This is an optimization exercise on Yosys and OpenROAD, whose aim is small area, not a production implementation. The RTL was checked by simulation tests, not by an equivalence proof against the original design. Power is estimated from default activity; no workload was simulated.

== cedar ==
## ft_core
module ft_core #(
    parameter RX_CAP      = 64,    
    parameter TX_CAP      = 40,    
    parameter PID_CONTROL = 8'h00,
    parameter PID_DATA    = 8'h01
) (
    input  wire        clk,
    input  wire        rst,           
    input  wire [31:0] now_us,        
    input  wire        lrx_valid,
    input  wire [7:0]  lrx_data,
    output wire        lrx_ready,
    input  wire [7:0]  host_max,
    output wire        hrx_valid,
    output wire [7:0]  hrx_data,
    output wire        hrx_last,
    output wire        hrx_empty,
    output wire [31:0] hrx_ts,
    input  wire        hrx_ready,
    input  wire        hwr_valid,
    input  wire [7:0]  hwr_data,
    input  wire        hwr_last,
    input  wire        hwr_empty,
    output wire        hwr_ready,
    output wire        wr_done,
    output wire [1:0]  wr_status,
    output wire        ltx_valid,
    output wire [7:0]  ltx_data,
    input  wire        ltx_ready
);
    localparam [7:0] FLAG    = 8'h7E;
    localparam [7:0] ESC     = 8'h7D;
    localparam [31:0] BSQ_MIN_INTERVAL_US = 10000;
    localparam NR = RX_CAP - 1;      
    localparam NT = TX_CAP - 3;      
    function ge_u8(input [7:0] a, input [7:0] b);
        integer i;
        reg g;
        begin
            g = 1'b1;
            for (i = 0; i < 8; i = i + 1)
                g = (a[i] & ~b[i]) | (~(a[i] ^ b[i]) & g);
            ge_u8 = g;
        end
    endfunction
    localparam [1:0] ST_SEND = 2'd0, ST_BSQ = 2'd1, ST_HOLD = 2'd2, ST_BADPARAM = 2'd3;
    reg [15:0] cap;
    reg        bsq_valid;
    localparam [2:0] RX_OUTSIDE = 3'd0, RX_INSIDE = 3'd1, RX_ESCAPED = 3'd2,
                     RX_DELIVER = 3'd3, RX_BSN = 3'd4;
    reg [2:0]  rx_state;
    reg [6:0]  rx_len;       
    reg [31:0] rx_ts;
    reg        pid_ctl, pid_dat;
    reg [5:0]  rq;           
    reg [5:0]  rd_idx;       
    reg        hv;           
    wire       bsn_load;     
    reg [7:0]  hd;
    reg [8*NR-1:0] rring;
    wire [7:0] rtap  = rring[8*NR-1 -: 8];    
    wire [7:0] rtap2 = rring[8*NR-9 -: 8];    
    wire [5:0] rq_inc = (rq == NR) ? 6'd1 : rq + 6'd1;
    wire is_flag = (lrx_data == FLAG);
    wire is_esc  = (lrx_data == ESC);
    wire rx_in   = (rx_state == RX_INSIDE) || (rx_state == RX_ESCAPED);
  ...
clock: 10.0 ns
lec_check: 0
cap_margin: 20
core_margin: 2
core_utilization: 40
cts_buf_list: sky130_fd_sc_hd__clkbuf_4 sky130_fd_sc_hd__clkbuf_8
slew_margin: 20
run.sh (not shown) runs the stock make flow with config.mk's settings and CLKGATE_MAP_FILE= SYNTH_SCRIPT=/design/flow/synth_recipe.tcl, a recipe that flattens the netlist after the stock synthesis.
Modified inputs, onyx compared to cedar
- CTS_CLUSTER_SIZE now 20, previously not set
- CORE_UTILIZATION now 60, was 40
- CTS_BUF_LIST now sky130_fd_sc_hd__clkbuf_2 sky130_fd_sc_hd__clkbuf_4, was sky130_fd_sc_hd__clkbuf_4 sky130_fd_sc_hd__clkbuf_8
==> run notes <==
- Comparing onyx against cedar, there is no change at all in clock sink count.
- The number of nets in the finished design number comes out lower for cedar vs onyx.
- Die span in y of onyx falls short of that of cedar by more than 10%.
Edits applied to the flow inputs when going from onyx to violet:
- a deleted CTS_CLUSTER_SIZE that had been 20
- a change of CORE_UTILIZATION from 60 to 40
- a deleted CTS_BUF_LIST that had been sky130_fd_sc_hd__clkbuf_2 sky130_fd_sc_hd__clkbuf_4
==> flow/flow/run.sh (new file) <==
#!/bin/bash
# Own layout flow: the standard ORFS flow (standard.sh, unchanged synthesis),
# with clock tree synthesis told not to add dummy balancing loads and to build
# the tree from clkbuf_16 leaf clusters of up to 25 sinks, and with the port
# buffers made from the smallest buffer cell. Each tool's full output is in
# the ORFS logs under orfs/logs/; make's own output goes to standard.log here.
set -euo pipefail
export CTS_ARGS="-sink_clustering_enable -repair_clock_nets -dont_use_dummy_load -buf_list {sky130_fd_sc_hd__clkbuf_16} -sink_clustering_size 25 -sink_clustering_max_diameter 200"
export BUFFER_PORTS_ARGS="-buffer_cell sky130_fd_sc_hd__buf_1"
bash standard.sh finish > standard.log 2>&1
==> flow/standard.sh (new file) <==
#!/bin/bash
# synth_recipe.tcl (not shown) runs the flow's synth.tcl, then flattens the netlist and writes it again
# the make line also repeats each setting of config.mk as NAME=value (left out here)
make -C /OpenROAD-flow-scripts/flow DESIGN_CONFIG=/design/flow/config.mk WORK_HOME=/design/flow/orfs CLKGATE_MAP_FILE= SYNTH_SCRIPT=/design/flow/synth_recipe.tcl "${@:-finish}"
removed: flow/run.sh
==> comparison <==
Finished layout cell area | violet below onyx
Clock network power share ends up higher on onyx.
Arrival time at the worst endpoint | violet below onyx
Side by side, via count turned out lower in violet than in onyx.
violet: full flow OK, the timing, DRC and antenna checks passed
Relative to onyx, the total clock buffers created by CTS measured on violet has decreased by more than half.
In the reports for violet and onyx, the larger area of the core region belongs to violet.
When violet is set beside onyx, its hold slack turns out to be 0.028 ns smaller.
In the flow results for violet and onyx, the worst setup slack is larger on violet.
Comparing clock-buffer cell count for violet and onyx, the smaller number came from violet.
violet vs onyx: total routed wirelength down slightly

========
## v56
Another version of the RTL of ft_core (not shown whole).
Size: about 940 flip-flops, about 120 I/O pins, roughly 0.023 mm² of cells after synthesis.
==> flow/config.mk <==
export PLATFORM = sky130hd
export DESIGN_NAME = ft_core
export DESIGN_NICKNAME = ft_core
export VERILOG_FILES = /design/flow/design.v
export SDC_FILE = /design/flow/constraint.sdc
export NUM_CORES = 4
export LEC_CHECK = 0
export CAP_MARGIN = 20
export CORE_MARGIN = 2
export CORE_UTILIZATION = 75
export PLACE_DENSITY = 0.85
export SLEW_MARGIN = 20
==> flow/constraint.sdc <==
create_clock -name core_clock -period 10.0 [get_ports {clk}]
set_input_delay 2.0000 -clock core_clock [delete_from_list [all_inputs] [get_ports {clk}]]
set_output_delay 2.0000 -clock core_clock [all_outputs]
set_load 0.01 [all_outputs]
standard.sh (not shown) runs the stock make flow with config.mk's settings and CLKGATE_MAP_FILE= SYNTH_SCRIPT=/design/flow/synth_recipe.tcl, a recipe that flattens the netlist after the stock synthesis.
==> flow/flow/run.sh <==
#!/bin/bash
# Own layout flow: the standard ORFS flow (standard.sh, unchanged synthesis),
# with clock tree synthesis told not to add dummy balancing loads, to cluster
# the flip-flops into groups of up to 16 behind clkbuf_8 leaf buffers and to
# build the tree above them from clkbuf_2, and with the port buffers made from
# the smallest buffer cell. Each tool's full output is in the ORFS logs under
# orfs/logs/; make's own output goes to standard.log here.
set -euo pipefail
export CTS_ARGS="-sink_clustering_enable -repair_clock_nets -dont_use_dummy_load -buf_list {sky130_fd_sc_hd__clkbuf_2} -sink_clustering_buffer sky130_fd_sc_hd__clkbuf_8 -sink_clustering_size 16 -sink_clustering_max_diameter 200"
export BUFFER_PORTS_ARGS="-buffer_cell sky130_fd_sc_hd__buf_1"
bash standard.sh finish > standard.log 2>&1
#### Input delta (v1 over v56)
==> flow/flow/run.sh <==
#!/bin/bash
# Own layout flow: the standard ORFS flow (standard.sh, unchanged synthesis),
# with clock tree synthesis told not to add dummy balancing loads, to cluster
# the flip-flops into groups of up to 18 behind clkbuf_8 leaf buffers and to
# build the tree above them from clkbuf_2, and with the port buffers made from
# the smallest buffer cell. Each tool's full output is in the ORFS logs under
# orfs/logs/; make's own output goes to standard.log here.
set -euo pipefail
export CTS_ARGS="-sink_clustering_enable -repair_clock_nets -dont_use_dummy_load -buf_list {sky130_fd_sc_hd__clkbuf_2} -sink_clustering_buffer sky130_fd_sc_hd__clkbuf_8 -sink_clustering_size 18 -sink_clustering_max_diameter 200"
export BUFFER_PORTS_ARGS="-buffer_cell sky130_fd_sc_hd__buf_1"
bash standard.sh finish > standard.log 2>&1
Notes after the runs:
- v1 -> v56: number of global-route vias before repair flat
- v56 → v1: peak clock frequency supported by timing +about 0.56%, count of clock-buffer cells in the layout shows a reduction of 10.
The inputs of v40 differ from those of v1 as listed below.
==> flow/flow/run.sh <==
#!/bin/bash
# Own layout flow: the standard ORFS flow (standard.sh, unchanged synthesis),
# with clock tree synthesis told not to add dummy balancing loads, to cluster
# the flip-flops into groups of up to 17 behind clkbuf_8 leaf buffers and to
# build the tree above them from clkbuf_2, and with the port buffers made from
# the smallest buffer cell. Each tool's full output is in the ORFS logs under
# orfs/logs/; make's own output goes to standard.log here.
set -euo pipefail
export CTS_ARGS="-sink_clustering_enable -repair_clock_nets -dont_use_dummy_load -buf_list {sky130_fd_sc_hd__clkbuf_2} -sink_clustering_buffer sky130_fd_sc_hd__clkbuf_8 -sink_clustering_size 17 -sink_clustering_max_diameter 200"
export BUFFER_PORTS_ARGS="-buffer_cell sky130_fd_sc_hd__buf_1"
bash standard.sh finish > standard.log 2>&1
Results
The flow did not stop early for v40: all stages ran, and the layout cleared the timing, DRC and antenna checks. ~same total wire length after detailed routing in v1 and v40. In the tables for v1 and v40, synthesis-to-finish area growth reads lower with v1. Switching fraction of total power across v1 and v40: no real change. Internal power summed over all cells grows slightly when moving from v1 to v40. Comparing v1 with v40, the utilization came out essentially unchanged. Compared with v1, v40 shows a higher minimum clock period after layout. Re via count: v1 and v40 aren't equal, and the lower value belongs to v1. Share of the cycle needed by the critical path after routing for v40: 0.40 points up relative to v1.

========
harbor:
Another version of the RTL of ft_core (not shown whole).
==> flow/config.mk <==
export PLATFORM = sky130hd
export DESIGN_NAME = ft_core
export DESIGN_NICKNAME = ft_core
export VERILOG_FILES = /design/flow/design.v
export SDC_FILE = /design/flow/constraint.sdc
export NUM_CORES = 4
export LEC_CHECK = 0
export CAP_MARGIN = 20
export CORE_MARGIN = 2
export CORE_UTILIZATION = 75
export PLACE_DENSITY = 0.85
export SLEW_MARGIN = 20
==> flow/constraint.sdc <==
create_clock -name core_clock -period 10.0 [get_ports {clk}]
set_input_delay 2.0000 -clock core_clock [delete_from_list [all_inputs] [get_ports {clk}]]
set_output_delay 2.0000 -clock core_clock [all_outputs]
set_load 0.01 [all_outputs]
==> flow/flow/run.sh <==
#!/bin/bash
# Own layout flow: the standard ORFS flow (standard.sh, unchanged synthesis),
# with clock tree synthesis told not to add dummy balancing loads and to build
# the tree from clkbuf_8 leaf clusters of up to 16 sinks, and with the port
# buffers made from the smallest buffer cell. Each tool's full output is in
# the ORFS logs under orfs/logs/; make's own output goes to standard.log here.
set -euo pipefail
export CTS_ARGS="-sink_clustering_enable -repair_clock_nets -dont_use_dummy_load -buf_list {sky130_fd_sc_hd__clkbuf_8} -sink_clustering_size 16 -sink_clustering_max_diameter 200"
export BUFFER_PORTS_ARGS="-buffer_cell sky130_fd_sc_hd__buf_1"
bash standard.sh finish > standard.log 2>&1
--- input diff harbor..willow ---
==> flow/flow/run.sh <==
#!/bin/bash
# Own layout flow: the standard ORFS flow (standard.sh, unchanged synthesis),
# with clock tree synthesis told not to add dummy balancing loads, to cluster
# the flip-flops into groups of up to 16 behind clkbuf_8 leaf buffers and to
# build the tree above them from clkbuf_2, and with the port buffers made from
# the smallest buffer cell. Each tool's full output is in the ORFS logs under
# orfs/logs/; make's own output goes to standard.log here.
set -euo pipefail
export CTS_ARGS="-sink_clustering_enable -repair_clock_nets -dont_use_dummy_load -buf_list {sky130_fd_sc_hd__clkbuf_2} -sink_clustering_buffer sky130_fd_sc_hd__clkbuf_8 -sink_clustering_size 16 -sink_clustering_max_diameter 200"
export BUFFER_PORTS_ARGS="-buffer_cell sky130_fd_sc_hd__buf_1"
bash standard.sh finish > standard.log 2>&1
[summary]
When the final numbers for harbor and willow were put side by side, the total power turned out to be smaller in willow.
From harbor to willow the numbers moved as follows: clock period minus final worst setup slack went down 0.025 ns; number of sequential storage elements held.

## port drivers added, routing unchanged
In the flow no input, the clock included, has a driving cell. The finished layouts below were timed again as built, in two steps.
Step 1, drivers: a clkbuf_16 drives clk and a buf_2 each remaining input, both assumed.
Step 2 also shifts input and output timing later by t, the mid clock arrival at the registers, as if the neighbouring blocks saw the same clock.
a / b / c = no drivers / after step 1 / after step 2; a / b = the first two.
run | t (ns) | setup WS [ns] | worst hold slack (ns) | worst setup path at the end | clock arrival spread, ns
cedar | 0.795 | 3.984 / 3.961 / 3.961 | 0.308 / 0.308 / 0.308 | input to output | 0.042 / 0.041
onyx | 0.892 | 3.631 / 3.607 / 3.607 | 0.286 / 0.286 / 0.286 | input to output | 0.076 / 0.076
violet | 0.630 | 4.687 / 4.661 / 4.661 | 0.258 / 0.258 / 0.258 | input to output | 0.076 / 0.076
v56 | 0.933 | 4.578 / 4.542 / 4.542 | 0.255 / 0.255 / 0.255 | input to output | 0.133 / 0.133
v1 | 1.020 | 4.608 / 4.574 / 4.574 | 0.207 / 0.207 / 0.207 | input to output | 0.181 / 0.181
v40 | 1.040 | 4.568 / 4.533 / 4.533 | 0.257 / 0.257 / 0.257 | input to output | 0.118 / 0.118
harbor | 0.632 | 4.675 / 4.654 / 4.654 | 0.299 / 0.299 / 0.299 | input to output | 0.046 / 0.046
willow | 0.946 | 4.700 / 4.679 / 4.679 | 0.243 / 0.243 / 0.243 | input to output | 0.155 / 0.155
After both steps setup and hold are still met in every run listed. The setup slack of v56, which loses most, moves by -0.036 ns with the drivers and by -0.036 ns with both steps.
